This is an optimization exercise on Yosys and OpenROAD, whose aim is small area and few clock cycles, not a production implementation. Function was checked by simulation only, so behaviour that the tests miss may differ from the original. Power and IR drop assume default switching activity.

## flow/config.mk

```make
export PLATFORM = sky130hd
export DESIGN_NAME = ups_q1
export DESIGN_NICKNAME = ups_q1
export VERILOG_FILES = /design/flow/design.v
export SDC_FILE = /design/flow/constraint.sdc
export NUM_CORES = 4
export LEC_CHECK = 0
export CAP_MARGIN = 20
export CORE_MARGIN = 2
export CORE_UTILIZATION = 70
export SLEW_MARGIN = 20
```

## flow/constraint.sdc

```tcl
create_clock -name core_clock -period 12.0 [get_ports {clk}]
set_input_delay 2.4000 -clock core_clock [delete_from_list [all_inputs] [get_ports {clk}]]
set_output_delay 2.4000 -clock core_clock [all_outputs]
set_load 0.01 [all_outputs]
```

## flow/design.v

```verilog
module ups_q1 (
    input  wire        clk,
    input  wire        rst,
    input  wire        t_valid,
    input  wire [31:0] t_req,
    input  wire        t_byte_valid,
    input  wire [7:0]  t_byte,
    output wire        t_ready,
    input  wire        h_valid,
    input  wire [31:0] h_req,
    output wire        h_ready,
    output reg         h_resp_valid,
    output reg  [3:0]  h_resp_status,
    output reg  [31:0] h_resp_data,
    output reg         tx_valid,
    output reg  [2:0]  tx_len,
    output reg  [55:0] tx_bytes,
    output reg         evt_valid,
    output reg  [3:0]  evt_code,
    output reg  [31:0] evt_info
);
    localparam [31:0] PARAMS_WORD = 32'h0001_4040;
    localparam [1:0] ACC_IDLE   = 2'd0;
    localparam [1:0] ACC_STATUS = 2'd1;
    localparam [1:0] ACC_RATING = 2'd2;
    localparam [3:0] E_INVALID_ARG = 4'd1;
    localparam [3:0] E_UNEXPECTED  = 4'd2;
    localparam [3:0] E_OVERLAP     = 4'd3;
    localparam [3:0] E_DECODE      = 4'd4;
    localparam [3:0] E_ILLEGAL     = 4'd5;
    localparam [3:0] EV_DECODED    = 4'd8;
    localparam [1:0] P_DEC  = 2'd0;
    localparam [1:0] P_PCT  = 2'd1;
    localparam [1:0] P_FLAG = 2'd2;
    reg [1:0]  acc_state;
    reg [15:0] frame_len;
    reg        ovf;
    reg [19:0] st_in_v, st_in_fault_v, st_out_v;
    reg [9:0]  st_out_i;
    reg [15:0] st_in_f, st_batt_v;
    reg [7:0]  st_flags;
    reg        st_written;
    reg [19:0] rt_v, rt_batt_v, rt_f;
    reg [9:0]  rt_i;
    reg        rt_written;
    reg [15:0] stat_seq, rate_seq;
    reg [2:0]  le_code;
    reg [7:0]  le_p;
    reg [19:0] sg0, sg1, sg2;
    reg [9:0]  sg3;
    reg [15:0] sg4;
    reg [7:0]  sg6;         
    reg [16:0] p_mant;
    reg [2:0]  p_scale;
    reg        p_pad, p_dot, p_dig, p_bad;
    reg [2:0]  fdone;       
    reg        badf;        
    reg [7:0]  rem;         
    reg [3:0]  pos;         
    reg        c_disc;      
    reg        c_app;       
    reg        c_perr;      
    reg        c_term;      
    reg        ev_v, ev_dec, ev_kind;
    reg        cpend;
    wire [3:0] h_op  = h_req[31:28];
    wire [3:0] h_sel = h_req[27:24];
    wire [7:0] h_n   = h_req[7:0];
    wire [7:0] h_m   = h_req[15:8];
    wire [7:0] h_idx = h_req[7:0];
    wire h_is_cmd   = (h_op == 4'h2) && (h_req[23:16] == 8'd0) &&
                      ((((h_sel <= 4'd3) || (h_sel == 4'd6)) && h_n == 8'd0 && h_m == 8'd0) ||
                       ((h_sel == 4'd4) && h_m == 8'd0) ||
                       (h_sel == 4'd5));
    wire h_is_close = (h_op == 4'h3) && (h_req[27:0] == 28'd0);
    wire h_is_read  = (h_op == 4'h4) && (h_req[27:8] == 20'd0);
    function tk_bad;
        input [7:0] t;
        tk_bad = (t < 8'd2) || (t > 8'd100);
    endfunction
    function tk_two;
        input [7:0] t;
        tk_two = (t < 8'd10) || (t[6:2] == 5'd25);
    endfunction
    function [7:0] tk_b0;
        input [7:0] t;
        tk_b0 = (t[6:2] == 5'd25) ? 8'h31 : 8'h30 + t[6:0] / 7'd10;
    endfunction
    function [7:0] tk_b1;
        input [7:0] t;
        tk_b1 = {4'h3, (t < 8'd10) ? t[3:0] : 4'd0};
    endfunction
    wire       n_bad = tk_bad(h_n);
    wire       m_bad = tk_bad(h_m);
    wire       n_two = tk_two(h_n);
    wire       m_two = tk_two(h_m);
    wire [7:0] n_b0  = tk_b0(h_n);
    wire [7:0] n_b1  = tk_b1(h_n);
    wire [7:0] m_b0  = tk_b0(h_m);
    wire [7:0] m_b1  = tk_b1(h_m);
    wire       sel_tok = h_sel[2] && !h_sel[1];             
    wire       sel5    = sel_tok && h_sel[0];
    wire       cmd_fail = sel_tok && (n_bad || (h_sel[0] && m_bad));
    wire       cmd_arg  = !n_bad;
    reg  [7:0] cb0;
    always @* begin
        case (h_sel[2:0])
            3'd0, 3'd3: cb0 = 8'h51;
            3'd1:       cb0 = 8'h54;
            3'd2:       cb0 = 8'h46;
            3'd4, 3'd5: cb0 = 8'h53;
            default:    cb0 = 8'h43;
        endcase
    end
    wire [7:0] cb1 = sel_tok ? n_b0 : ((h_sel[1] && h_sel[0]) ? 8'h53 : 8'h0D);
    wire [7:0] cb2 = (h_sel[2] && n_two) ? n_b1 : (sel5 ? 8'h52 : 8'h0D);
    wire [7:0] cb3 = h_sel[0] ? (n_two ? 8'h52 : m_b0) : 8'h0D;
    wire [7:0] cb4 = n_two ? m_b0 : (m_two ? m_b1 : 8'h0D);
    wire [7:0] cb5 = (n_two && m_two) ? m_b1 : 8'h0D;
    wire [55:0] cmd_bytes = {8'h0D, cb5, cb4, cb3, cb2, cb1, cb0};
    wire [2:0]  cmd_len = !sel_tok ? ((h_sel[1:0] == 2'd3) ? 3'd3 : 3'd2) :
                          !h_sel[0] ? 3'd3 + {2'd0, n_two} :
                          3'd5 + {2'd0, n_two} + {2'd0, m_two};
    function [31:0] le_word;
        input [2:0] c;
        input [7:0] p;
        reg i1, i3, i4, id;
        begin
            i1 = (c == 3'd1);
            i3 = (c == 3'd3);
            i4 = (c == 3'd4);
            id = (c == 3'd2) || (c == 3'd5);
            le_word = {8'd0, p & {8{id}}, 2'd0, p[5] & i3, p[7] & i1, i1, 1'b0, p[6] & i1,
                       p[4] & i4, p[3:1] & {3{i4}}, p[0] & (i3 || i4), 1'b0, c};
        end
    endfunction
    reg        rd_ok;
    reg [31:0] rd_word;
    always @* begin
        rd_ok   = h_is_read;
        rd_word = 32'd0;
        case ({h_is_read, h_idx})
            9'h100: rd_word = {frame_len, 13'd0, ovf, acc_state};
            9'h101: rd_word = le_word(le_code, le_p);
            9'h102: rd_word = {16'd0, stat_seq};
            9'h103: rd_word = {16'd0, rate_seq};
            9'h104: rd_word = PARAMS_WORD;
            9'h110: rd_word = st_written ? {12'd0, st_in_v} : 32'd0;
            9'h111: rd_word = st_written ? {12'd0, st_in_fault_v} : 32'd0;
            9'h112: rd_word = st_written ? {12'd0, st_out_v} : 32'd0;
            9'h113: rd_word = st_written ? {13'd0, st_written, 8'd0, st_out_i} : 32'd0;
            9'h114: rd_word = st_written ? {13'd0, st_in_f[15:14], 3'd0, st_in_f[13:0]} : 32'd0;
            9'h115: rd_word = st_written ? {13'd0, st_batt_v[15:14], 3'd0, st_batt_v[13:0]} : 32'd0;
            9'h116: rd_word = st_written ? {24'd0, st_flags} : 32'd0;
            9'h120: rd_word = rt_written ? {12'd0, rt_v} : 32'd0;
            9'h121: rd_word = rt_written ? {13'd0, rt_written, 8'd0, rt_i} : 32'd0;
            9'h122: rd_word = rt_written ? {12'd0, rt_batt_v} : 32'd0;
            9'h123: rd_word = rt_written ? {12'd0, rt_f} : 32'd0;
            default: rd_ok = 1'b0;
        endcase
    end
    wire h_cmd_ok = h_is_cmd && !cmd_fail;
    wire h_ok     = h_cmd_ok || h_is_close || rd_ok;
    wire h_evt    = !h_ok;
    wire h_rd01   = h_idx[7:1] == 7'd0;
    wire in_pay = (rem != 8'd0);
    assign h_ready = !cpend && (!in_pay || h_cmd_ok || (rd_ok && !h_rd01));
    assign t_ready = in_pay || !(h_valid && h_evt);
    wire h_fire  = h_valid && h_ready;
    wire tw_fire = t_valid && !in_pay && !(h_valid && h_evt);
    wire tb_fire = t_byte_valid && in_pay;
    wire [7:0] tw_len   = t_req[7:0];
    wire       tw_legal = (t_req[31:28] == 4'h1) && (t_req[27:8] == 20'd0) && (tw_len <= 8'd64);
    always @* begin
        h_resp_valid  = h_fire;
        h_resp_status = h_ok ? 4'd0 : (h_is_cmd ? E_INVALID_ARG : E_ILLEGAL);
        h_resp_data   = rd_word;
        tx_valid      = h_fire && h_cmd_ok;
        tx_len        = cmd_len;
        tx_bytes      = cmd_bytes;
        evt_valid     = ev_v;
        evt_code      = ev_dec ? EV_DECODED : {1'b0, le_code};
        evt_info      = ev_dec ? {27'd0, ev_kind, EV_DECODED} : le_word(le_code, le_p);
    end
    wire       b_first  = (pos == 4'd0);
    wire       b_last   = (rem == 8'd1);
    wire       b_status = (t_byte == 8'h28);
    wire       b_rating = (t_byte == 8'h23);
    wire       b_marker = b_status || b_rating;
    wire       idle     = (acc_state == ACC_IDLE);
    wire       cls      = b_first && !c_disc;           
    wire       b_start  = cls && b_marker;
    wire       b_unexp  = cls && idle && !b_marker;
    wire       b_ovl    = cls && !idle && b_marker;
    wire       b_disc   = c_disc || b_unexp;
    wire       b_app    = cls ? (!idle && !b_marker) : c_app;
    wire       b_term   = c_term || (b_app && (pos == 4'd7) && (t_byte == 8'h00));
    wire       b_decode = b_app && b_term;
    wire       kind = acc_state[1];
    wire [5:0] off  = frame_len[5:0];
    wire       low  = (frame_len[15:6] == 10'd0);
    reg        f_in, f_first, f_last;
    reg [1:0]  f_type;
    reg [4:0]  f_sep;
    always @* begin
        f_in = 1'b0; f_first = 1'b0; f_last = 1'b0; f_type = P_DEC; f_sep = 5'd0;
        if (!kind) begin
            if (off >= 6'd1 && off <= 6'd5) begin
                f_in = 1'b1; f_first = (off == 6'd1); f_last = (off == 6'd5);
            end else if (off >= 6'd7 && off <= 6'd11) begin
                f_in = 1'b1; f_first = (off == 6'd7); f_last = (off == 6'd11);
            end else if (off >= 6'd13 && off <= 6'd17) begin
                f_in = 1'b1; f_first = (off == 6'd13); f_last = (off == 6'd17);
            end else if (off >= 6'd19 && off <= 6'd21) begin
                f_in = 1'b1; f_first = (off == 6'd19); f_last = (off == 6'd21);
                f_type = P_PCT;
            end else if (off >= 6'd23 && off <= 6'd26) begin
                f_in = 1'b1; f_first = (off == 6'd23); f_last = (off == 6'd26);
            end else if (off >= 6'd28 && off <= 6'd31) begin
                f_in = 1'b1; f_first = (off == 6'd28); f_last = (off == 6'd31);
            end else if (off >= 6'd38 && off <= 6'd45) begin
                f_in = 1'b1; f_first = (off == 6'd38); f_last = (off == 6'd45);
                f_type = P_FLAG;
            end
            f_sep = {off == 6'd27, off == 6'd22, off == 6'd18, off == 6'd12, off == 6'd6};
        end else begin
            if (off >= 6'd1 && off <= 6'd5) begin
                f_in = 1'b1; f_first = (off == 6'd1); f_last = (off == 6'd5);
            end else if (off >= 6'd7 && off <= 6'd9) begin
                f_in = 1'b1; f_first = (off == 6'd7); f_last = (off == 6'd9);
                f_type = P_PCT;
            end else if (off >= 6'd11 && off <= 6'd15) begin
                f_in = 1'b1; f_first = (off == 6'd11); f_last = (off == 6'd15);
            end else if (off >= 6'd17 && off <= 6'd21) begin
                f_in = 1'b1; f_first = (off == 6'd17); f_last = (off == 6'd21);
            end
            f_sep = {2'b00, off == 6'd16, off == 6'd10, off == 6'd6};
        end
        f_in  = f_in && low;
        f_sep = f_sep & {5{low}};
    end
    wire [7:0] c      = t_byte;
    wire       c_dig  = (c >= 8'h30) && (c <= 8'h39);
    wire       c_sp   = (c == 8'h20);
    wire       c_pad  = c_sp || (c == 8'h0D) || (c == 8'h00);
    wire       c_pt   = (c == 8'h2E);
    wire       c_bit  = (c[7:1] == 7'h18);
    wire [13:0] m0   = f_first ? 14'd0 : p_mant[13:0];    
    wire [3:0]  dd   = c_dig ? c[3:0] : 4'd0;
    wire [15:0] r_a = {m0, dd[2:1]};             
    wire [15:0] r_b = {2'd0, m0};
    wire [16:0] r_c;
    wire [15:0] r_s;
    assign r_c[0] = 1'b0;
    genvar gi;
    generate
        for (gi = 0; gi < 16; gi = gi + 1) begin : g_fa
            wire cin = (gi == 2) ? (r_c[gi] | dd[3]) : r_c[gi];
            assign r_s[gi]   = r_a[gi] ^ r_b[gi] ^ cin;
            assign r_c[gi+1] = (r_a[gi] & r_b[gi]) | (r_a[gi] & cin) | (r_b[gi] & cin);
        end
    endgenerate
    wire [16:0] m_d  = {r_s, dd[0]};
    wire [2:0]  s_d  = (f_first ? 3'd0 : p_scale) + {2'd0, c_dig && p_dot && !f_first};
    wire        m_we = f_in && (f_type != P_FLAG) && (f_first || c_dig);
    wire        pd0 = !f_first && p_pad;
    wire        dt0 = !f_first && p_dot;
    wire        dg0 = !f_first && p_dig;
    wire        bd0 = !f_first && p_bad;
    reg        pd1, dt1, dg1, bd1;
    always @* begin
        pd1 = pd0; dt1 = dt0; dg1 = dg0; bd1 = bd0;
        if (f_type == P_FLAG) begin
            dg1 = 1'b1;
            bd1 = bd0 || !c_bit;
        end else if (pd0 || dt0 || dg0 || bd0 || !c_sp) begin
            if (c_pad) begin
                pd1 = 1'b1;
            end else begin
                if (pd0) bd1 = 1'b1;
                if (c_dig) begin
                    dg1 = 1'b1;
                end else if (c_pt && !dt0 && f_type == P_DEC) begin
                    dt1 = 1'b1;
                end else begin
                    bd1 = 1'b1;
                end
            end
        end
    end
    wire f_ok = dg1 && !bd1;
    wire [2:0] fdone_n = (f_in && f_last && !badf && f_ok) ? fdone + 3'd1 : fdone;
    wire       badf_n  = badf || (f_in && f_last && !f_ok);
    wire [2:0] nfields = kind ? 3'd4 : 3'd7;
    wire       dec_ok  = !badf_n && (fdone_n == nfields);
    always @(posedge clk) begin
        if (tw_fire) begin
            pos    <= 4'd0;
            c_disc <= !tw_legal;
            c_app  <= 1'b0;
            c_perr <= !tw_legal;
            c_term <= 1'b0;
        end else if (tb_fire) begin
            if (pos != 4'd8) pos <= pos + 4'd1;
            c_disc <= b_disc;
            c_app  <= b_app;
            c_perr <= c_perr || b_unexp || b_ovl;
            c_term <= b_term;
        end
        if (tb_fire && !b_disc) begin
            if (b_start) begin
                fdone <= 3'd0;
                badf  <= 1'b0;
            end else begin
                if (f_in) begin
                    p_pad <= pd1;
                    p_dot <= dt1;
                    p_dig <= dg1;
                    p_bad <= bd1;
                    fdone <= fdone_n;
                    badf  <= badf_n;
                    if (f_type == P_FLAG) sg6 <= {sg6[6:0], c[0]};
                end
                if (m_we) begin
                    p_mant  <= m_d;
                    p_scale <= s_d;
                end
                if (f_sep[0]) sg0 <= {p_scale, p_mant};
                if (f_sep[1]) sg1 <= {p_scale, p_mant};
                if (f_sep[2]) sg2 <= {p_scale, p_mant};
                if (f_sep[3]) sg3 <= p_mant[9:0];
                if (f_sep[4]) sg4 <= {p_scale[1:0], p_mant[13:0]};
            end
        end
    end
    wire [16:0] fl_c;
    wire [15:0] fl_inc;
    assign fl_c[0] = 1'b1;
    generate
        for (gi = 0; gi < 16; gi = gi + 1) begin : g_inc
            assign fl_inc[gi]  = frame_len[gi] ^ fl_c[gi];
            assign fl_c[gi+1]  = frame_len[gi] & fl_c[gi];
        end
    endgenerate
    wire h_err    = h_fire && h_evt;                         
    wire tw_err   = tw_fire && !tw_legal;                    
    wire tw_evt   = tw_err && (tw_len == 8'd0);
    wire tb_end   = tb_fire && b_last;                       
    wire tb_evt   = tb_end && (c_perr || b_unexp || b_ovl);
    wire dec      = tb_end && b_decode;
    wire commit   = dec && dec_ok;
    wire frm_clr  = (h_fire && h_is_close) || dec;
    reg        le_we;
    reg [2:0]  le_c;
    reg [7:0]  le_d;
    always @* begin
        le_we = 1'b1;
        if (h_err) begin
            le_c = h_is_cmd ? 3'd1 : 3'd5;
            le_d = h_is_cmd ? {cmd_arg, h_sel[0], 6'd0} : h_req[31:24];
        end else if (tw_err) begin
            le_c = 3'd5;
            le_d = t_req[31:24];
        end else if (tb_fire && b_unexp) begin
            le_c = 3'd2;
            le_d = t_byte;
        end else if (tb_fire && b_ovl) begin
            le_c = 3'd3;
            le_d = {2'd0, kind, 4'd0, b_rating};
        end else begin
            le_c  = 3'd4;
            le_d  = {3'd0, !badf_n, fdone_n, kind};
            le_we = dec && !dec_ok;
        end
    end
    always @(posedge clk) begin
        if (le_we) le_p <= le_d;
        if (h_err || tw_evt || tb_evt || dec) begin
            ev_dec  <= dec && dec_ok;
            ev_kind <= kind;
        end
        if (cpend && !ev_kind) begin
            st_in_v       <= sg0;
            st_in_fault_v <= sg1;
            st_out_v      <= sg2;
            st_out_i      <= sg3;
            st_in_f       <= sg4;
            st_batt_v     <= {p_scale[1:0], p_mant[13:0]};
            st_flags      <= sg6;
        end
        if (cpend && ev_kind) begin
            rt_v      <= sg0;
            rt_i      <= sg1[9:0];
            rt_batt_v <= sg2;
            rt_f      <= {p_scale, p_mant};
        end
    end
    always @(posedge clk) begin
        if (rst) begin
            acc_state  <= ACC_IDLE;
            frame_len  <= 16'd0;
            ovf        <= 1'b0;
            st_written <= 1'b0;
            rt_written <= 1'b0;
            stat_seq   <= 16'd0;
            rate_seq   <= 16'd0;
            le_code    <= 3'd0;
            rem        <= 8'd0;
            ev_v       <= 1'b0;
            cpend      <= 1'b0;
        end else begin
            ev_v <= h_err || tw_evt || tb_evt || dec;
            cpend <= commit;
            if (le_we) le_code <= le_c;
            if (tw_fire) rem <= tw_len;
            else if (tb_fire) rem <= rem - 8'd1;
            if (frm_clr) begin
                acc_state <= ACC_IDLE;
                frame_len <= 16'd0;
                ovf       <= 1'b0;
            end else if (tb_fire && !b_disc) begin
                if (b_start) begin
                    acc_state <= b_rating ? ACC_RATING : ACC_STATUS;
                    frame_len <= 16'd1;
                    ovf       <= 1'b0;
                end else begin
                    if (!low) ovf <= 1'b1;
                    if (!fl_c[16]) frame_len <= fl_inc;
                end
            end
            if (cpend && !ev_kind) begin
                st_written <= 1'b1;
                stat_seq   <= stat_seq + 16'd1;
            end
            if (cpend && ev_kind) begin
                rt_written <= 1'b1;
                rate_seq   <= rate_seq + 16'd1;
            end
        end
    end
endmodule
```

## flow/flow/run.sh

```bash
#!/bin/bash
# The standard layout (standard.sh, unchanged synthesis), with:
# - the port buffers made from the smallest buffer cell;
# - clock tree: large sink clusters, no dummy loads.
export BUFFER_PORTS_ARGS="-buffer_cell sky130_fd_sc_hd__buf_1"
export CTS_ARGS="-sink_clustering_enable -repair_clock_nets -sink_clustering_size 16 -sink_clustering_max_diameter 45 -buf_list sky130_fd_sc_hd__clkbuf_8 -tree_buf sky130_fd_sc_hd__clkbuf_8 -root_buf sky130_fd_sc_hd__clkbuf_8 -dont_use_dummy_load"
bash standard.sh finish > standard.log 2>&1
```

## flow/standard.sh

```bash
#!/bin/bash
# synth_recipe.tcl (not shown) runs the flow's synth.tcl, then flattens the netlist and writes it again
# the make line also repeats each setting of config.mk as NAME=value (left out here)
make -C /OpenROAD-flow-scripts/flow DESIGN_CONFIG=/design/flow/config.mk WORK_HOME=/design/flow/orfs CLKGATE_MAP_FILE= SYNTH_SCRIPT=/design/flow/synth_recipe.tcl "${@:-finish}"
```

==> metrics.md, run 1 <==
| Metric | Value |
|---|---|
| IO Count | `~210` |
| Setup TNS | `0 ns` |
| RSZ-0062 raised after global routing | `no` |
| Hold path startpoint | `sg4[2]$_DFFE_PP_` |
| TritonCTS Buffers | `38` |
| Drt total wl | `around 47,000 um` |
| Reg-to-reg setup timing slack | `roughly 3.2 ns` |
| Fin nets | `approximately 1,800` |
| Synth top area share | `0.5270` |
| Post-synth ARST share | `0` |
| Synth warnings | `1` |
| Top cells by area, synth | `edfxtp_1 53%, dfxtp_1 8.1%, nor2_1 2.9%, nand2_1 2.5%, ha_1 2.2%` |
| DIE AREA | `26,850 sq um` |
| Distinct cells, synth | `93` |
| Postcts setup bufs | `0` |
| Largest area contributor in the netlist | `edfxtp_1` |
| Peak Freq | `between 100 and 150 MHz` |
| Max-slew headroom | `0.2021` |
| Syn-to-layout area delta | `7.315%` |
| Antenna Violating Nets Remaining | `0` |
| Mean area per synthesized cell | `between 10 and 15 sq um` |
| RR Endpoint | `p_mant[16]$_DFFE_PP_` |
| Core ar. | `about 25,000 sq um` |
| # port buffers | `between 150 and 200` |
| Setup crit start kind | `register` |
| Count of final setup violators | `0` |
| WS Path Type | `reg -> reg` |
| Drt first pass iters | `8` |
| Vias/cell | `between 6 and 7` |
| GR Overflow Total | `0` |
| Max FO, Critical Path | `20` |
| Sequential area share after synthesis | `0.6076` |
| Clock Latency Late Sink | `0.56 ns` |
| Synthesized area | `about 18,000 sq um` |
| PD cells | `about 150 nW/um^2` |
| Initial core utilization | `0.7125` |
| FF+latch count, synth | `386` |
| First-pass GRT wire length | `just over 70,000 um` |
| Vias in the first global route | `about 13,000` |
| Post-synth EDFFs | `roughly 310` |
| Slowest library cell on the worst path | `dfxtp_1` |
| Die Y | `around 160 um` |
| H-Tree Depth | `2` |
| Root buffer cell | `clkbuf_8` |
| Routed len/inst | `approximately 24 um` |
| Hold path endpoint | `st_in_f[2]$_DFFE_PP_` |
| Status | `timing/DRC/antenna clean` |
| Hold/Removal Path Class | `reg -> reg` |
| Rows | `just under 60` |
| DRC | `0` |
| WHS | `about 0.38 ns` |
| Final min period | `between 8 and 9 ns` |
| Pleak | `0.006461 uW` |
| Worst-margin pin slew | `1.186 ns` |
| CP Capture Type | `register` |
| Prevailing post-synth register cell | `edfxtp_1` |
| Clock transition at the registers of the reported paths | `about 0.09 ns` |
| 1st-iter DRT viols | `1,672` |
| Worst EP arrival | `between 9 and 10 ns` |
| Hold Violations, Final | `0` |
| Crit-path most repeated cell | `fa_1` |
| Antenna violations before repair | `1` |
| Final Cycle Share | `0.7325` |
| Post_cts resized | `0` |
| Hold path depth | `0` |
| Reg2reg path depth | `27` |
| Die X | `~160 um` |
| GRT Resource Usage Total | `0.3565` |
| Share of layout cells above drive strength 1 | `0.06155` |
| Mapped Cells | `~1,500` |
| Worst Skew | `0.09180 ns` |
| Largest net degree at the start of global routing | `slightly below 80` |
| Longest Clk Path Bufs | `3` |
| Max stage delay on crit path | `0.72 ns` |
| Via count | `around 13,000` |
| CTS tree | `yes` |
| Hold buffers post-CTS | `0` |
| Max Cap Violations | `0` |
| Max VDD drop | `approximately 140 uV` |
| Slew Limit Fails | `0` |
| CTS Sinks | `between 300 and 400` |
| GP Congestion | `0.9293` |
| Pwr Total | `~2800 uW` |
| Reg-to-reg critical path startpoint | `frame_len[0]$_SDFFE_PP0P_` |
| Placed wire-length estimate | `about 33,000 um` |
| WP data required | `approximately 12 ns` |
[cell families after synthesis]
logic type,share of synthesized area
simple gates,0.1447
mux,0.01441
compound gates,0.1294
buf+inv,0.04567
xor+xnor,0.02105
fa+ha+maj,0.03679
flops,0.6076
other cells,0.0004198
[area by class of cell]
class / instances / area (sq um)
multi-input combinational: 969 / 6355
sequential: 386 / 10870
clock buffer: 38 / 523.0
fill: 1613 / 5909
tap: 330 / 412.9
antenna: 2 / 5.005
inverter: 43 / 161.4
timing repair buffer: 205 / 872.1
[per-stage QoR]
step	utilization	std cells	instance area, sq um	setup WS (ns)
detailed placement	0.7436	1933	18670	2.788
CTS	0.7645	1971	19190	3.348
finish	0.7647	1973	19200	3.210
floorplan	-	1512	18000	3.543
global placement	0.7430	1932	18660	3.007
global route	0.7647	1973	19200	2.914
[worst max-delay path, delay by kind of cell (launching register included)]
kind                     cells  cell delay, ns
AND/OR/NAND/NOR              4            1.04
XOR/XNOR                     1            0.16
buffers and inverters        3            0.29
adder cells (fa/ha/maj)     16            5.28
flip-flops                   1            0.72
AO/OA/AOI/OAI                3            1.07
[placed cells by master (no fill, tap or decap), types with 13 or more instances in the layout]
cell type | Yosys | routed
and2_1 | 43 | 42
nand2_1 | 119 | 119
nor4_1 | 22 | 22
mux2i_1 | 22 | 22
a22oi_1 | 43 | 43
nand3_1 | 32 | 32
a22o_1 | 15 | 15
a221oi_1 | 20 | 20
xor2_1 | 26 | 26
buf_4 | 47 | 24
or3_1 | 13 | 13
dfxtp_1 | 72 | 72
nand4_1 | 13 | 13
conb_1 | 2 | 32
inv_1 | 41 | 41
and3_1 | 25 | 25
ha_1 | 31 | 31
nor2b_1 | 14 | 13
nor3_1 | 29 | 26
buf_1 | 2 | 179
a222oi_1 | 34 | 34
a21oi_1 | 39 | 39
clkbuf_8 | 0 | 38
o21ai_0 | 65 | 65
edfxtp_1 | 314 | 314
nor2_1 | 139 | 138
fa_1 | 13 | 13
xnor2_1 | 17 | 17
[per-layer routing]
metal | vias up | wire (um) | GRT usage
met5 | - | 0 | 0
met4 | 0 | 2172 | 0.1667
met1 | 6344 | 18220 | 0.4807
met3 | 153 | 5319 | 0.09293
met2 | 822 | 21650 | 0.5481
li1 | 5839 | - | -
[synthesized netlist by cell type, drive strengths merged (22+ instances only)]
library cell / instances
clkbuf: 44
edfxtp: 314
and2: 43
buf: 70
xor2: 26
inv: 42
a222oi: 34
and3: 25
nor3: 31
nor4: 24
a21oi: 39
ha: 31
dfxtp: 72
mux2i: 22
nand3: 32
nand2: 119
nor2: 144
a22oi: 43
o21ai: 75
[worst max path at each step]
stage	start	end	cells past startpoint
finish	frame_len[0]$_SDFFE_PP0P_	p_mant[16]$_DFFE_PP_	27
global route	frame_len[0]$_SDFFE_PP0P_	p_mant[16]$_DFFE_PP_	27
CTS	frame_len[1]$_SDFFE_PP0P_	p_mant[16]$_DFFE_PP_	27
detailed placement	t_byte[3]	p_mant[16]$_DFFE_PP_	23
global placement	t_byte[3]	p_mant[16]$_DFFE_PP_	23
floorplan	t_byte[3]	p_mant[16]$_DFFE_PP_	23
[sequential cells by signal, summed over array words and instances, names as in the netlist, 17 cells and up]
signal,count
rt_batt_v,20
rt_f,20
rt_v,20
sg0,20
sg1,20
sg2,20
st_in_fault_v,20
st_in_v,20
st_out_v,20
p_mant,17
[power by group]
| part | total [uW] | leakage [uW] | internal, uW | switching (uW) |
|---|---|---|---|---|
| combinational | 536 | 0.00278 | 186 | 350 |
| sequential | 1610 | 0.00341 | 1510 | 100 |
| clock | 678 | 0.000273 | 283 | 395 |
| total | 2830 | 0.00646 | 1980 | 846 |
Testbench counts, summed over its fixed seeds: cycles 9,304.
==> inputs of run 2 (changes only) <==
==> flow/flow/run.sh (replaced) <==
#!/bin/bash
# The standard layout (standard.sh, unchanged synthesis), with:
# - the port buffers made from the smallest buffer cell;
# - clock tree: large sink clusters, no dummy loads.
export BUFFER_PORTS_ARGS="-buffer_cell sky130_fd_sc_hd__buf_1"
export CTS_ARGS="-sink_clustering_enable -repair_clock_nets -sink_clustering_size 30 -sink_clustering_max_diameter 60 -buf_list sky130_fd_sc_hd__clkbuf_16 -dont_use_dummy_load"
bash standard.sh finish > standard.log 2>&1
--- a/flow/config.mk
+++ b/flow/config.mk
@@ -7,5 +7,5 @@
 export LEC_CHECK = 0
 export CAP_MARGIN = 20
 export CORE_MARGIN = 2
-export CORE_UTILIZATION = 70
+export CORE_UTILIZATION = 55
 export SLEW_MARGIN = 20
==> metrics.md, run 2 <==
| Metric | Value |
|---|---|
| GR Overflow Total | `0 (unchanged)` |
| Pleak | `0.006538 uW (was 0.006461 uW)` |
| Largest net degree at the start of global routing | `74 (was 77)` |
| CTS Sinks | `386 (unchanged)` |
| Fin nets | `1,755 (was 1,764)` |
| GRT Resource Usage Total | `0.2813 (was 0.3565)` |
| Commonest non-fill, non-tap cells in the layout | `314 x edfxtp_1, 179 x buf_1, 136 x nor2_1 (was 314 x edfxtp_1, 179 x buf_1, 138 x nor2_1)` |
| Post-place setup slack | `2.766 ns (was 2.788 ns)` |
| Post_cts resized | `0 (unchanged)` |
| Share of layout cells above drive strength 1 | `0.05760 (was 0.06155)` |
| Die Y | `184.4 um (was 163.9 um)` |
| H-Tree Depth | `1 (was 2)` |
| Count of final setup violators | `0 (unchanged)` |
| Final Cycle Share | `0.7318 (was 0.7325)` |
| Initial core utilization | `0.5541 (was 0.7125)` |
| Commonest non-fill, non-tap cell in the layout | `edfxtp_1 (unchanged)` |
| Worst-margin pin slew | `1.106 ns (was 1.186 ns)` |
| Worst EP arrival | `9.10 ns (about the same)` |
| # port buffers | `180 (unchanged)` |
| CP Capture Type | `register (unchanged)` |
| Max VDD drop | `127.6 uV (was 143.9 uV)` |
| GP Congestion | `0.9245 (was 0.9293)` |
| Drt first pass iters | `7 (was 8)` |
| Post-synth EDFFs | `314 (unchanged)` |
| Hold path depth | `0 (unchanged)` |
| Postcts setup bufs | `0 (unchanged)` |
| Antenna violations before repair | `0 (was 1)` |
| Vias in the first global route | `11,650 (was 12,520)` |
| Setup crit start kind | `register (unchanged)` |
| Setup TNS | `0 ns (unchanged)` |
| Placed wire-length estimate | `33,340 um (was 32,720 um)` |
| Hold buffers post-CTS | `0 (unchanged)` |
| Hold path startpoint | `sg3[0]$_DFFE_PP_ (was sg4[2]$_DFFE_PP_)` |
| Setup ws final | `3.219 ns (was 3.210 ns)` |
| Core ar. | `32,290 sq um (was 25,110 sq um)` |
| Max FO, Critical Path | `20 (unchanged)` |
| Antenna Violating Nets Remaining | `0 (unchanged)` |
| Most common cell in the netlist | `edfxtp_1 (unchanged)` |
| Top cells by area, synth | `edfxtp_1 53%, dfxtp_1 8.1%, nor2_1 2.9%, nand2_1 2.5%, ha_1 2.2% (unchanged)` |
| RR Endpoint | `p_mant[16]$_DFFE_PP_ (unchanged)` |
| Status | `timing/DRC/antenna clean (unchanged)` |
| Sequential area share after synthesis | `0.6076 (unchanged)` |
| First-pass GRT wire length | `71,260 um (was 71,570 um)` |
| IO Count | `213 (unchanged)` |
| Die X | `184.4 um (was 163.9 um)` |
| Routed len/inst | `23.23 um (was 24.01 um)` |
| Crit. Startpoint | `frame_len[1]$_SDFFE_PP0P_ (was frame_len[0]$_SDFFE_PP0P_)` |
| Clock Latency Late Sink | `0.58 ns (was 0.56 ns)` |
| Largest area contributor in the netlist | `edfxtp_1 (unchanged)` |
| Longest Clk Path Bufs | `3 (unchanged)` |
| Clock transition at the registers of the reported paths | `0.10 ns (was 0.09 ns)` |
| Vias/cell | `6.121 (was 6.669)` |
| Root buffer cell | `clkbuf_16 (was clkbuf_8)` |
| Peak Freq | `113.9 MHz (was 113.8 MHz)` |
| Rows | `66 (was 58)` |
| 1st-iter DRT viols | `1,248 (was 1,672)` |
| Mapped Cells | `1,482 (unchanged)` |
| Slew Limit Fails | `0 (unchanged)` |
| WS Path Type | `reg -> reg (unchanged)` |
| Post-synth ARST share | `0 (unchanged)` |
| Via count | `12,690 (was 13,160)` |
| Drt total wl | `48,180 um (was 47,370 um)` |
| CP endpoint | `p_mant[16]$_DFFE_PP_ (unchanged)` |
| Final min period | `8.781 ns (was 8.790 ns)` |
| Reg2reg path depth | `27 (unchanged)` |
| Max Cap Violations | `0 (unchanged)` |
| Mean area per synthesized cell | `12.07 sq um (unchanged)` |
| Synth warnings | `1 (unchanged)` |
| Reg-to-reg setup timing slack | `3.22 ns (was 3.21 ns)` |
| WP data required | `12.32 ns (was 12.31 ns)` |
| DRC | `0 (unchanged)` |
| Pwr Total | `2945 uW (was 2826 uW)` |
| Diode count | `0 (was 2)` |
| RSZ-0062 raised after global routing | `no (unchanged)` |
| Distinct cells, synth | `93 (unchanged)` |
| Post-synth top cells | `314 x edfxtp_1, 139 x nor2_1, 119 x nand2_1, 72 x dfxtp_1, 65 x o21ai_0 (unchanged)` |
| Hold/Removal Path Class | `reg -> reg (unchanged)` |
| CTS tree | `yes (unchanged)` |
| Synthesized area | `17,890 sq um (unchanged)` |
| FF+latch count, synth | `386 (unchanged)` |
| PD cells | `150.8 nW/um^2 (was 147.2 nW/um^2)` |
| Synth top area share | `0.5270 (unchanged)` |
| TritonCTS Buffers | `28 (was 38)` |
| DIE AREA | `33,990 sq um (was 26,850 sq um)` |
| Worst Skew | `0.06900 ns (was 0.09180 ns)` |
| Reg-to-reg critical path startpoint | `frame_len[1]$_SDFFE_PP0P_ (was frame_len[0]$_SDFFE_PP0P_)` |
| Hold Violations, Final | `0 (unchanged)` |
| Prevailing post-synth register cell | `edfxtp_1 (unchanged)` |
| Max-slew headroom | `0.2626 (was 0.2021)` |
| Syn-to-layout area delta | `9.168% (was 7.315%)` |
## run 2: per-layer routing
layer / up-vias / routed length, um / global-route usage
met4: 0 / 949 / 0.06112
li1: 5823 / - / -
met2: 505 / 22880 / 0.4648
met3: 63 / 3424 / 0.03636
met5: - / 0 / 0
met1: 6303 / 20930 / 0.4007
## run 2: area by class of cell
type	instances	area [sq um]
well taps	442	553.0
repair buffers	206	873.3
clock buffers	28	700.7
flip-flops and latches	386	10870
multi-input cells	969	6372
inverters	43	161.4
fillers	2659	12760
## run 2: cells by family after synthesis
| group | after synthesis | share of synthesized area |
|---|---|---|
| buf+inv | 157 | 0.04567 |
| simple gates | 506 | 0.1447 |
| xor+xnor | 43 | 0.02105 |
| compound gates | 318 | 0.1294 |
| flops | 386 | 0.6076 |
| other cells | 2 | 0.0004198 |
| fa+ha+maj | 45 | 0.03679 |
| mux | 25 | 0.01441 |
## run 2: worst max-delay path, stage by stage (launching register included)
cell	delay, ns
dfxtp_1	0.62
inv_1	0.13
ha_1	0.40
or2_1	0.34
and3_1	0.19
o2111ai_1	0.17
nand4_1	0.19
o21a_1	0.50
and2_1	0.32
ha_1	0.18
inv_1	0.06
fa_1	0.15
a21boi_0	0.42
fa_1	0.30
fa_1	0.18
inv_1	0.05
fa_1	0.37
fa_1	0.40
fa_1	0.40
fa_1	0.40
fa_1	0.42
fa_1	0.41
fa_1	0.39
fa_1	0.41
fa_1	0.41
fa_1	0.38
ha_1	0.20
xor2_1	0.16
## run 2: metrics by stage
step                instance area, sq um  cells  hold WS [ns]    util
finish                             19530   2074        0.3873  0.6049
global route                       19530   2074        0.3867  0.6049
global placement                   18810   2044        0.4005  0.5825
floorplan                          18000   1512        0.4003       -
detailed placement                 18810   2045        0.4045  0.5827
CTS                                19520   2073        0.3898  0.6044
## run 2: worst min path at each step
stage	end	slack, ns
final	st_out_i[0]$_DFFE_PP_	0.39
after global routing	st_out_i[0]$_DFFE_PP_	0.39
after CTS	st_out_i[0]$_DFFE_PP_	0.39
after detailed placement	st_in_fault_v[12]$_DFFE_PP_	0.40
after global placement	st_in_f[13]$_DFFE_PP_	0.40
after floorplan	st_flags[7]$_DFFE_PP_	0.40
## run 2: power by group
part	switching [uW]	internal, uW
Clock	414	409
Sequential	80.6	1510
Combinational	347	183
==> inputs of run 3 (changes only) <==
==> flow/flow/run.sh (replaced) <==
#!/bin/bash
# The standard layout (standard.sh, unchanged synthesis), with:
# - the port buffers made from the smallest buffer cell;
# - clock tree: large sink clusters, no dummy loads.
export BUFFER_PORTS_ARGS="-buffer_cell sky130_fd_sc_hd__buf_1"
export CTS_ARGS="-sink_clustering_enable -repair_clock_nets -sink_clustering_size 30 -sink_clustering_max_diameter 60 -buf_list sky130_fd_sc_hd__clkbuf_16 -tree_buf sky130_fd_sc_hd__clkbuf_8 -root_buf sky130_fd_sc_hd__clkbuf_8 -dont_use_dummy_load"
bash standard.sh finish > standard.log 2>&1
--- a/flow/config.mk
+++ b/flow/config.mk
@@ -7,5 +7,5 @@
 export LEC_CHECK = 0
 export CAP_MARGIN = 20
 export CORE_MARGIN = 2
-export CORE_UTILIZATION = 55
+export CORE_UTILIZATION = 80
 export SLEW_MARGIN = 20
==> metrics.md, run 3 <==
| Metric | Value |
|---|---|
| Drt total wl | `52,580 um (was 48,180 um)` |
| Setup TNS | `0 ns (unchanged)` |
| Max FO, Critical Path | `20 (unchanged)` |
| First-pass GRT wire length | `78,450 um (was 71,260 um)` |
| Crit-path most repeated cell | `fa_1 (unchanged)` |
| GRT Resource Usage Total | `0.4407 (was 0.2813)` |
| Sequential area share after synthesis | `0.6076 (unchanged)` |
| Antenna Violating Nets Remaining | `0 (unchanged)` |
| Share of layout cells above drive strength 1 | `0.05231 (was 0.05760)` |
| Root buffer cell | `clkbuf_8 (was clkbuf_16)` |
| Hold buffers post-CTS | `0 (unchanged)` |
| Post-synth EDFFs | `314 (unchanged)` |
| Synthesized area | `17,890 sq um (unchanged)` |
| RR Endpoint | `p_mant[16]$_DFFE_PP_ (unchanged)` |
| # port buffers | `180 (unchanged)` |
| 1st-iter DRT viols | `2,582 (was 1,248)` |
| Synth Area in Simple Gates | `0.1447 (unchanged)` |
| Mapped Cells | `1,482 (unchanged)` |
| CP Capture Type | `register (unchanged)` |
| Count of final setup violators | `0 (unchanged)` |
| Vias/cell | `7.372 (was 6.121)` |
| Post-route insts no fill | `1,907 (was 2,074)` |
| DRC | `0 (unchanged)` |
| Adder-cell share of the synthesized area | `0.03679 (unchanged)` |
| H-Tree Depth | `1 (unchanged)` |
| Setup ws final | `2.880 ns (was 3.219 ns)` |
| IO Count | `213 (unchanged)` |
| Post-place setup slack | `2.812 ns (was 2.766 ns)` |
| WP data required | `12.45 ns (was 12.32 ns)` |
| Worst Skew | `0.1302 ns (was 0.06900 ns)` |
| Routed len/inst | `27.57 um (was 23.23 um)` |
| Longest Clk Path Bufs | `3 (unchanged)` |
| Largest net degree at the start of global routing | `77 (was 74)` |
| Synth warnings | `1 (unchanged)` |
| Status | `timing/DRC/antenna clean (unchanged)` |
| TritonCTS Buffers | `24 (was 28)` |
| Max-slew headroom | `0.2673 (was 0.2626)` |
| DIE AREA | `23,580 sq um (was 33,990 sq um)` |
| Mux share of post-synthesis cell area | `0.01441 (unchanged)` |
| Final Cycle Share | `0.7600 (was 0.7318)` |
| GP Congestion | `0.9952 (was 0.9245)` |
| Die X | `153.5 um (was 184.4 um)` |
| Slew Limit Fails | `0 (unchanged)` |
| Final Cell Area | `19,160 sq um (was 19,530 sq um)` |
| CTS tree | `yes (unchanged)` |
| Synth Area in Compound Gates | `0.1294 (unchanged)` |
| Mean area per synthesized cell | `12.07 sq um (unchanged)` |
| Post-synth ARST share | `0 (unchanged)` |
| Commonest non-fill, non-tap cell in the layout | `edfxtp_1 (unchanged)` |
| Hold path startpoint | `sg4[0]$_DFFE_PP_ (was sg3[0]$_DFFE_PP_)` |
| Hold path depth | `0 (unchanged)` |
| Placed cell area | `18,590 sq um (was 18,810 sq um)` |
| Largest family of logic cells by synthesized area | `simple AND/OR/NAND/NOR gates (unchanged)` |
| CTS Sinks | `386 (unchanged)` |
| Max VDD drop | `158.8 uV (was 127.6 uV)` |
| Hold/Removal Path Class | `reg -> reg (unchanged)` |
| Drt first pass iters | `7 (unchanged)` |
| Worst-margin pin slew | `1.099 ns (was 1.106 ns)` |
| Hold path endpoint | `st_in_f[0]$_DFFE_PP_ (was st_out_i[0]$_DFFE_PP_)` |
| Reg-to-reg setup timing slack | `2.88 ns (was 3.22 ns)` |
| Initial core utilization | `0.8173 (was 0.5541)` |
| Pleak | `0.006456 uW (was 0.006538 uW)` |
| Postcts setup bufs | `0 (unchanged)` |
| Prevailing post-synth register cell | `edfxtp_1 (unchanged)` |
| Crit path buffers/inverters | `2 (was 3)` |
| Placed wire-length estimate | `34,680 um (was 33,340 um)` |
| Max stage delay on crit path | `0.69 ns (was 0.62 ns)` |
| PD cells | `151.4 nW/um^2 (was 150.8 nW/um^2)` |
| Die Y | `153.5 um (was 184.4 um)` |
| Via count | `14,060 (was 12,690)` |
| Reg-to-reg critical path startpoint | `frame_len[0]$_SDFFE_PP0P_ (was frame_len[1]$_SDFFE_PP0P_)` |
| Post-synth top cells | `314 x edfxtp_1, 139 x nor2_1, 119 x nand2_1, 72 x dfxtp_1, 65 x o21ai_0 (unchanged)` |
| Reg2reg path depth | `26 (was 27)` |
| Max Cap Violations | `0 (unchanged)` |
| Vias in the first global route | `13,400 (was 11,650)` |
| Hold Violations, Final | `0 (unchanged)` |
| WS Path Type | `reg -> reg (unchanged)` |
| Peak Freq | `109.7 MHz (was 113.9 MHz)` |
| Antenna violations before repair | `1 (was 0)` |
| Commonest non-fill, non-tap cells in the layout | `314 x edfxtp_1, 179 x buf_1, 138 x nor2_1 (was 314 x edfxtp_1, 179 x buf_1, 136 x nor2_1)` |
| Final min period | `9.120 ns (was 8.781 ns)` |
| Slowest library cell on the worst path | `dfxtp_1 (unchanged)` |
| Most common cell in the netlist | `edfxtp_1 (unchanged)` |
| FF+latch count, synth | `386 (unchanged)` |
| Distinct cells, synth | `93 (unchanged)` |
| Setup crit start kind | `register (unchanged)` |
| Clock Latency Late Sink | `0.69 ns (was 0.58 ns)` |
| DP Cell Count | `1,881 (was 2,045)` |
| Top cells by area, synth | `edfxtp_1 53%, dfxtp_1 8.1%, nor2_1 2.9%, nand2_1 2.5%, ha_1 2.2% (unchanged)` |
| Clock transition at the registers of the reported paths | `0.11 ns (was 0.10 ns)` |
| CP top delay family | `adder cells (unchanged)` |
| Synth Area in XOR/XNOR | `0.02105 (unchanged)` |
| Rows | `54 (was 66)` |
| Syn-to-layout area delta | `7.085% (was 9.168%)` |
| GR Overflow Total | `0 (unchanged)` |
| Final Util | `0.8752 (was 0.6049)` |
| Synth top area share | `0.5270 (unchanged)` |
| Fin nets | `1,748 (was 1,755)` |
| RSZ-0062 raised after global routing | `no (unchanged)` |
| Worst EP arrival | `9.57 ns (was 9.10 ns)` |
| Largest area contributor in the netlist | `edfxtp_1 (unchanged)` |
| Core ar. | `21,890 sq um (was 32,290 sq um)` |
| Post_cts resized | `0 (unchanged)` |
==> run 3: cell counts after synthesis <==
Identical to the previous run, type by type.
==> run 3: final cells by class <==
cell class / count / area [sq um]
inverter: 43 / 161.4
sequential: 386 / 10870
timing repair buffer: 203 / 849.6
multi-input combinational: 969 / 6355
tap: 280 / 350.3
clock buffer: 24 / 566.8
antenna: 2 / 5.005
fill: 966 / 2733
==> run 3: kinds of logic after synthesis <==
| family | count (synthesis) |
|---|---|
| AO/OA/AOI/OAI | 318 |
| flip-flops | 386 |
| multiplexers | 25 |
| other | 2 |
| AND/OR/NAND/NOR | 506 |
| buffers and inverters | 157 |
| adder cells (fa/ha/maj) | 45 |
| XOR/XNOR | 43 |
==> run 3: per-layer routing <==
metal | GRT usage | wire [um]
met3 | 0.1074 | 7843
met5 | 0 | 0
met1 | 0.5566 | 16720
met2 | 0.7103 | 24340
met4 | 0.2442 | 3674
==> run 3: where the power goes <==
| part | internal, uW | total (uW) | switching (uW) |
|---|---|---|---|
| clock network | 328 | 736 | 407 |
| logic | 189 | 557 | 368 |
| registers | 1510 | 1610 | 96.6 |
==> run 3: stage by stage <==
step	hold WS [ns]	power, uW
2_1_floorplan	0.4003	1970
3_3_place_gp	0.4003	2117
3_5_place_dp	0.4045	2153
4_1_cts	0.3756	2854
5_1_grt	0.4017	2965
6_report	0.3921	2900
==> run 3: worst max-delay path by stage <==
stage	start	end	slack (ns)	cells after the start
final	frame_len[0]$_SDFFE_PP0P_	p_mant[16]$_DFFE_PP_	2.88	26
after global routing	frame_len[0]$_SDFFE_PP0P_	p_mant[16]$_DFFE_PP_	2.69	26
after CTS	frame_len[0]$_SDFFE_PP0P_	p_mant[16]$_DFFE_PP_	3.13	26
after detailed placement	t_byte[3]	p_mant[16]$_DFFE_PP_	2.81	23
after global placement	t_byte[3]	p_mant[16]$_DFFE_PP_	3.11	23
after floorplan	t_byte[3]	p_mant[16]$_DFFE_PP_	3.54	23
==> inputs of run 4 (changes only) <==
--- a/flow/config.mk
+++ b/flow/config.mk
@@ -7,5 +7,5 @@
 export LEC_CHECK = 0
 export CAP_MARGIN = 20
 export CORE_MARGIN = 2
-export CORE_UTILIZATION = 80
+export CORE_UTILIZATION = 70
 export SLEW_MARGIN = 20
==> metrics.md, run 4 <==
| Metric | Value |
|---|---|
| Post_cts resized | `0 (unchanged)` |
| Core ar. | `25,110 sq um (was 21,890 sq um)` |
| Sequential area share after synthesis | `0.6076 (unchanged)` |
| Max VDD drop | `237.5 uV (was 158.8 uV)` |
| Post-synth EDFFs | `314 (unchanged)` |
| 1st-iter DRT viols | `1,916 (was 2,582)` |
| Net Sw Frac | `0.2936 (was 0.3007)` |
| Slew Limit Fails | `0 (unchanged)` |
| Count of final setup violators | `0 (unchanged)` |
| Die Y | `163.9 um (was 153.5 um)` |
| Drt first pass iters | `6 (was 7)` |
| First-pass GRT wire length | `72,370 um (was 78,450 um)` |
| Synth top area share | `0.5270 (unchanged)` |
| Largest net degree at the start of global routing | `77 (unchanged)` |
| DIE AREA | `26,850 sq um (was 23,580 sq um)` |
| Post-synth top cells | `314 x edfxtp_1, 139 x nor2_1, 119 x nand2_1, 72 x dfxtp_1, 65 x o21ai_0 (unchanged)` |
| Via count | `13,140 (was 14,060)` |
| WP data required | `12.42 ns (was 12.45 ns)` |
| Mean area per synthesized cell | `12.07 sq um (unchanged)` |
| Distinct cells, synth | `93 (unchanged)` |
| Final Cycle Share | `0.7313 (was 0.7600)` |
| Prevailing post-synth register cell | `edfxtp_1 (unchanged)` |
| Rows | `58 (was 54)` |
| FF+latch count, synth | `386 (unchanged)` |
| Root buffer cell | `clkbuf_8 (unchanged)` |
| Drt total wl | `48,080 um (was 52,580 um)` |
| Status | `timing/DRC/antenna clean (unchanged)` |
| Syn-to-layout area delta | `7.686% (was 7.085%)` |
| Layout fillers | `1,613 (was 966)` |
| Max Cap Violations | `0 (unchanged)` |
| Hold buffers post-CTS | `0 (unchanged)` |
| P_int | `2039 uW (was 2028 uW)` |
| Sequential share of power | `0.558 (was 0.554)` |
| Postcts setup bufs | `0 (unchanged)` |
| WS Path Type | `reg -> reg (unchanged)` |
| Vias/cell | `6.709 (was 7.372)` |
| Antenna violations before repair | `2 (was 1)` |
| RSZ-0062 raised after global routing | `no (unchanged)` |
| Hold path startpoint | `sg1[19]$_DFFE_PP_ (was sg4[0]$_DFFE_PP_)` |
| Max-slew headroom | `0.2486 (was 0.2673)` |
| Hold/Removal Path Class | `reg -> reg (unchanged)` |
| Largest area contributor in the netlist | `edfxtp_1 (unchanged)` |
| Synthesized area | `17,890 sq um (unchanged)` |
| Die X | `163.9 um (was 153.5 um)` |
| H-Tree Depth | `1 (unchanged)` |
| Longest Clk Path Bufs | `3 (unchanged)` |
| Antenna Violating Nets Remaining | `0 (unchanged)` |
| # port buffers | `180 (unchanged)` |
| Pleak | `0.006481 uW (was 0.006456 uW)` |
| GRT Resource Usage Total | `0.3612 (was 0.4407)` |
| Final min period | `8.775 ns (was 9.120 ns)` |
| GP Congestion | `0.9293 (was 0.9952)` |
| Placed wire-length estimate | `32,720 um (was 34,680 um)` |
| Worst-margin pin slew | `1.123 ns (was 1.099 ns)` |
| Commonest non-fill, non-tap cell in the layout | `edfxtp_1 (unchanged)` |
| Max FO, Critical Path | `20 (unchanged)` |
| Setup crit start kind | `register (unchanged)` |
| Pwr Total | `2886 uW (was 2900 uW)` |
| CTS tree | `yes (unchanged)` |
| Setup TNS | `0 ns (unchanged)` |
| Mapped Cells | `1,482 (unchanged)` |
| Post-synth ARST share | `0 (unchanged)` |
| Synth warnings | `1 (unchanged)` |
| Initial core utilization | `0.7125 (was 0.8173)` |
| Clock transition at the registers of the reported paths | `0.11 ns (about the same)` |
| Clock Latency Late Sink | `0.65 ns (was 0.69 ns)` |
| PD cells | `149.8 nW/um^2 (was 151.4 nW/um^2)` |
| Share of layout cells above drive strength 1 | `0.05405 (was 0.05231)` |
| CP Capture Type | `register (unchanged)` |
| CTS Sinks | `386 (unchanged)` |
| Reg-to-reg critical path startpoint | `frame_len[0]$_SDFFE_PP0P_ (unchanged)` |
| Psw | `847.4 uW (was 872.0 uW)` |
| Combinational fraction of design power | `0.187 (was 0.192)` |
| Hold Violations, Final | `0 (unchanged)` |
| Worst Skew | `0.1126 ns (was 0.1302 ns)` |
| Most common cell in the netlist | `edfxtp_1 (unchanged)` |
| Top cells by area, synth | `edfxtp_1 53%, dfxtp_1 8.1%, nor2_1 2.9%, nand2_1 2.5%, ha_1 2.2% (unchanged)` |
| Routed len/inst | `24.54 um (was 27.57 um)` |
| Peak Freq | `114.0 MHz (was 109.7 MHz)` |
| Clock share of power | `0.255 (was 0.254)` |
| TritonCTS Buffers | `25 (was 24)` |
| Reg-to-reg setup timing slack | `3.22 ns (was 2.88 ns)` |
| IO Count | `213 (unchanged)` |
| Vias in the first global route | `12,410 (was 13,400)` |
| Crit. Startpoint | `frame_len[0]$_SDFFE_PP0P_ (unchanged)` |
| DRC | `0 (unchanged)` |
| Commonest non-fill, non-tap cells in the layout | `314 x edfxtp_1, 179 x buf_1, 138 x nor2_1 (unchanged)` |
| GR Overflow Total | `0 (unchanged)` |
| Fin nets | `1,751 (was 1,748)` |
| Worst EP arrival | `9.20 ns (was 9.57 ns)` |
-- run 4: worst paths after layout --
kind	end	cells after the start
setup reg to reg	p_mant[16]$_DFFE_PP_	26
setup / recovery	p_mant[16]$_DFFE_PP_	26
hold / removal	st_in_fault_v[19]$_DFFE_PP_	0
hold reg to reg	st_in_fault_v[19]$_DFFE_PP_	0
-- run 4: layout make-up --
type / count / area (sq um) / area share
flip-flops and latches: 386 / 10870 / 0.5642
diodes: 1 / 2.502 / 0.0001299
repair buffers: 205 / 872.1 / 0.04527
multi-input cells: 969 / 6355 / 0.3298
inverters: 43 / 161.4 / 0.008378
clock buffers: 25 / 591.8 / 0.03072
well taps: 330 / 412.9 / 0.02143
-- run 4: cells by family (layout without fill, tap and decap cells) --
logic type | count (synthesis) | after routing | share of synthesized area
and+or+nand+nor | 506 | 506 | 0.1447
muxes | 25 | 25 | 0.01441
AOI/OAI and AO/OA | 318 | 318 | 0.1294
buffers and inverters | 157 | 273 | 0.04567
DFF | 386 | 386 | 0.6076
xor gates and xnor gates | 43 | 43 | 0.02105
adders and majority gates | 45 | 45 | 0.03679
other | 2 | 33 | 0.0004198
-- run 4: routing by layer --
| metal | GRT usage | wire length, um |
|---|---|---|
| met3 | 0.07601 | 5193 |
| met1 | 0.4976 | 18650 |
| met4 | 0.1463 | 1921 |
| met5 | 0 | 8 |
| met2 | 0.5684 | 22310 |
-- run 4: metrics by stage --
| stage | utilization | cells | hold slack [ns] | cell area (sq um) | worst slack [ns] |
|---|---|---|---|---|---|
| finish | 0.7673 | 1959 | 0.4137 | 19270 | 3.225 |
| detailed placement | 0.7436 | 1933 | 0.4045 | 18670 | 2.788 |
| global route | 0.7673 | 1959 | 0.4189 | 19270 | 2.879 |
| global placement | 0.7430 | 1932 | 0.4003 | 18660 | 3.007 |
| CTS | 0.7672 | 1958 | 0.4151 | 19260 | 3.263 |
| floorplan | - | 1512 | 0.4003 | 18000 | 3.543 |
-- run 4: power by group through the flow --
stage | registers [uW] | clock network [uW] | logic [uW]
2_1_floorplan | 1580 | 0 | 395
3_5_place_dp | 1630 | 0 | 523
5_1_grt | 1610 | 778 | 595
6_report | 1610 | 736 | 540
3_3_place_gp | 1630 | 0 | 506
4_1_cts | 1600 | 737 | 532
-- run 4: worst max-delay path, cell delays in order (launching register included) --
cell and delay [ns]:
dfxtp_1 0.67, ha_1 0.54, nand3b_1 0.17, a211oi_1 0.34, nand3b_1 0.15, nand4_1 0.18, o21a_1 0.49, and2_1 0.33
ha_1 0.18, inv_1 0.06, fa_1 0.15, a21boi_0 0.38, fa_1 0.28, fa_1 0.17, inv_1 0.05, fa_1 0.38
fa_1 0.42, fa_1 0.39, fa_1 0.38, fa_1 0.39, fa_1 0.41, fa_1 0.41, fa_1 0.43, fa_1 0.43
fa_1 0.38, ha_1 0.23, xor2_1 0.18
==> inputs of run 5 (changes only) <==
--- a/flow/config.mk
+++ b/flow/config.mk
@@ -5,7 +5,8 @@
 export SDC_FILE = /design/flow/constraint.sdc
 export NUM_CORES = 4
 export LEC_CHECK = 0
-export CAP_MARGIN = 20
+export CAP_MARGIN = 0
 export CORE_MARGIN = 2
 export CORE_UTILIZATION = 70
-export SLEW_MARGIN = 20
+export GPL_TIMING_DRIVEN = 0
+export SLEW_MARGIN = 0
==> metrics.md, run 5 <==
| Metric | Value |
|---|---|
| Antenna violations before repair | `1 (was 2)` |
| Top cells by area, synth | `edfxtp_1 53%, dfxtp_1 8.1%, nor2_1 2.9%, nand2_1 2.5%, ha_1 2.2% (unchanged)` |
| Psw | `853.8 uW (was 847.4 uW)` |
| Slowest library cell on the worst path | `clkbuf_1 (was dfxtp_1)` |
| Setup TNS | `0 ns (unchanged)` |
| Clock share of power | `0.254 (was 0.255)` |
| Peak Freq | `109.6 MHz (was 114.0 MHz)` |
| Die Y | `163.9 um (unchanged)` |
| Max Cap Violations | `0 (unchanged)` |
| WS Path Type | `reg -> reg (unchanged)` |
| Longest Clk Path Bufs | `3 (unchanged)` |
| Sequential share of power | `0.548 (was 0.558)` |
| Antenna Violating Nets Remaining | `0 (unchanged)` |
| Postcts setup bufs | `0 (unchanged)` |
| Hold buffers post-CTS | `0 (unchanged)` |
| Pleak | `0.006847 uW (was 0.006481 uW)` |
| Final Cycle Share | `0.7607 (was 0.7313)` |
| Final min period | `9.128 ns (was 8.775 ns)` |
| Hold Violations, Final | `0 (unchanged)` |
| H-Tree Depth | `1 (unchanged)` |
| Via count | `13,670 (was 13,140)` |
| Post-synth ARST share | `0 (unchanged)` |
| Mean area per synthesized cell | `12.07 sq um (unchanged)` |
| Max FO, Critical Path | `10 (was 20)` |
| Post-route insts no fill | `2,057 (was 1,959)` |
| Prevailing post-synth register cell | `edfxtp_1 (unchanged)` |
| DP Cell Count | `2,031 (was 1,933)` |
| Worst-margin pin slew | `1.301 ns (was 1.123 ns)` |
| DIE AREA | `26,850 sq um (unchanged)` |
| Placed wire-length estimate | `36,510 um (was 32,720 um)` |
| Drt total wl | `50,120 um (was 48,080 um)` |
| Largest net degree at the start of global routing | `62 (was 77)` |
| Initial core utilization | `0.7125 (unchanged)` |
| Most common cell in the netlist | `edfxtp_1 (unchanged)` |
| Max stage delay on crit path | `0.46 ns (was 0.67 ns)` |
| GP Congestion | `0.9485 (was 0.9293)` |
| Commonest non-fill, non-tap cells in the layout | `314 x edfxtp_1, 179 x buf_1, 138 x nor2_1 (unchanged)` |
| Area occupied by multi-input gates | `6352 sq um (was 6355 sq um)` |
| Setup crit start kind | `register (unchanged)` |
| Synth top area share | `0.5270 (unchanged)` |
| Synth warnings | `1 (unchanged)` |
| Synthesized area | `17,890 sq um (unchanged)` |
| 1st-iter DRT viols | `2,299 (was 1,916)` |
| Count of final setup violators | `0 (unchanged)` |
| GR Overflow Total | `0 (unchanged)` |
| Share of layout cells above drive strength 1 | `0.08227 (was 0.05405)` |
| Net Sw Frac | `0.2932 (was 0.2936)` |
| FF+latch count, synth | `386 (unchanged)` |
| First-pass GRT wire length | `73,490 um (was 72,370 um)` |
| Distinct cells, synth | `93 (unchanged)` |
| Routed len/inst | `24.37 um (was 24.54 um)` |
| Rows | `58 (unchanged)` |
| Vias in the first global route | `12,730 (was 12,410)` |
| WP data required | `12.41 ns (was 12.42 ns)` |
| RSZ-0062 raised after global routing | `no (unchanged)` |
| CTS tree | `yes (unchanged)` |
| Post-synth EDFFs | `314 (unchanged)` |
| DRC | `0 (unchanged)` |
| Die X | `163.9 um (unchanged)` |
| Core ar. | `25,110 sq um (unchanged)` |
| Register area | `10,870 sq um (unchanged)` |
| Post-synth top cells | `314 x edfxtp_1, 139 x nor2_1, 119 x nand2_1, 72 x dfxtp_1, 65 x o21ai_0 (unchanged)` |
| Layout fillers | `1,571 (was 1,613)` |
| Crit-path most repeated cell | `fa_1 (unchanged)` |
| CTS Sinks | `386 (unchanged)` |
| Clock Latency Late Sink | `0.68 ns (was 0.65 ns)` |
| Fin nets | `1,849 (was 1,751)` |
| Sequential area share after synthesis | `0.6076 (unchanged)` |
| P_int | `2058 uW (was 2039 uW)` |
| Drt first pass iters | `7 (was 6)` |
| IO Count | `213 (unchanged)` |
| Largest area contributor in the netlist | `edfxtp_1 (unchanged)` |
| Syn-to-layout area delta | `11.13% (was 7.686%)` |
| Status | `timing/DRC/antenna clean (unchanged)` |
| Root buffer cell | `clkbuf_8 (unchanged)` |
| Slew Limit Fails | `0 (unchanged)` |
| Clock transition at the registers of the reported paths | `0.10 ns (was 0.11 ns)` |
| Mapped Cells | `1,482 (unchanged)` |
| Commonest non-fill, non-tap cell in the layout | `edfxtp_1 (unchanged)` |
| PD cells | `146.5 nW/um^2 (was 149.8 nW/um^2)` |
| Worst EP arrival | `9.54 ns (was 9.20 ns)` |
| Combinational fraction of design power | `0.198 (was 0.187)` |
| # port buffers | `177 (was 180)` |
| Vias/cell | `6.645 (was 6.709)` |
| Worst Skew | `0.1248 ns (was 0.1126 ns)` |
| Hold/Removal Path Class | `reg -> reg (unchanged)` |
| CP Capture Type | `register (unchanged)` |
| Post_cts resized | `0 (unchanged)` |
| GRT Resource Usage Total | `0.3690 (was 0.3612)` |
| Max-slew headroom | `0.1247 (was 0.2486)` |
| TritonCTS Buffers | `25 (unchanged)` |
| Max VDD drop | `152.6 uV (was 237.5 uV)` |
run 5: final timing paths:
check	end	slack [ns]	depth (start not counted)	startpoint
setup / recovery	p_mant[16]$_DFFE_PP_	2.87	29	frame_len[1]$_SDFFE_PP0P_
hold / removal	st_in_f[4]$_DFFE_PP_	0.40	0	sg4[4]$_DFFE_PP_
setup reg to reg	p_mant[16]$_DFFE_PP_	2.87	29	frame_len[1]$_SDFFE_PP0P_
hold reg to reg	st_in_f[4]$_DFFE_PP_	0.40	0	sg4[4]$_DFFE_PP_
run 5: metal layers:
metal | vias up | routed length [um] | GRT usage
li1 | 6026 | - | -
met5 | - | 0 | 0
met4 | 0 | 1717 | 0.1268
met3 | 137 | 6291 | 0.07601
met1 | 6501 | 18440 | 0.4983
met2 | 1005 | 23670 | 0.6037
run 5: area by class of cell:
type	count	share of cell area
antenna	1	0.0001259
tap	330	0.02077
multi-input combinational	969	0.3195
timing repair buffer	189	0.04160
sequential	386	0.5468
inverter	43	0.008118
clock buffer	25	0.02977
buffer	114	0.03335
run 5: per-stage QoR:
stage,util,worst slack [ns],cell area (sq um),total power [uW],hold WS (ns)
final,0.7918,2.872,19880,2912,0.3996
after global routing,0.7917,2.538,19880,3008,0.4109
after CTS,0.7917,3.021,19880,2891,0.4015
after detailed placement,0.7681,2.434,19290,2176,0.4045
after global placement,0.7599,2.542,19080,2150,0.4003
after floorplan,-,3.543,18000,1970,0.4003
run 5: worst max-delay path: cells and delay by family, from the launching register on:
family	cells	cell delay [ns]
flops	1	0.37
fa+ha+maj	16	5.49
buf+inv	5	1.07
simple gates	4	1.04
compound gates	3	0.79
xor+xnor	1	0.16
run 5: cells by family after synthesis:
logic type / synth area share
other: 0.0004198
and+or+nand+nor: 0.1447
buffers and inverters: 0.04567
adders and majority gates: 0.03679
xor gates and xnor gates: 0.02105
AOI/OAI and AO/OA: 0.1294
muxes: 0.01441
DFF: 0.6076
run 5: power groups by stage:
stage          Combinational, uW  Clock (uW)  Sequential (uW)
2_1_floorplan                395           0             1580
3_3_place_gp                 534           0             1620
3_5_place_dp                 558           0             1620
4_1_cts                      567         735             1590
5_1_grt                      636         774             1600
6_report                     577         739             1600

-- afterwards: timing with drivers on the ports --
In the flow no input, the clock included, has a driving cell. The finished layouts below were timed again as built, in two steps.
Step 1 sets driving cells, clkbuf_16 on the clock port and buf_2 on the other inputs (assumed; they add their load-dependent delay and slew).
Step 2 also shifts input and output timing later by t, the mid clock arrival at the registers, as if the neighbouring blocks saw the same clock.
a / b / c = ideal / step 1 / step 2; a / b = the first two.
run | t, ns | setup WS [ns] | worst register clock-pin slew, ns | worst data-port slew with drivers (ns) | pins driven straight from the clock port
run 1 | 0.558 | 3.210 / 3.210 / 2.825 | 0.10 / 0.10 | 0.04 | 1
run 2 | 0.599 | 3.219 / 3.219 / 2.759 | 0.10 / 0.10 | 0.05 | 1
run 3 | 0.672 | 2.880 / 2.880 / 2.681 | 0.11 / 0.11 | 0.11 | 1
run 4 | 0.655 | 3.225 / 3.225 / 2.769 | 0.11 / 0.11 | 0.04 | 1
run 5 | 0.658 | 2.872 / 2.872 / 2.277 | 0.10 / 0.10 | 0.05 | 1
After both steps setup and hold are still met in every run listed. The setup slack of run 5, which loses most, moves by 0.000 ns with the drivers and by -0.595 ns with both steps.
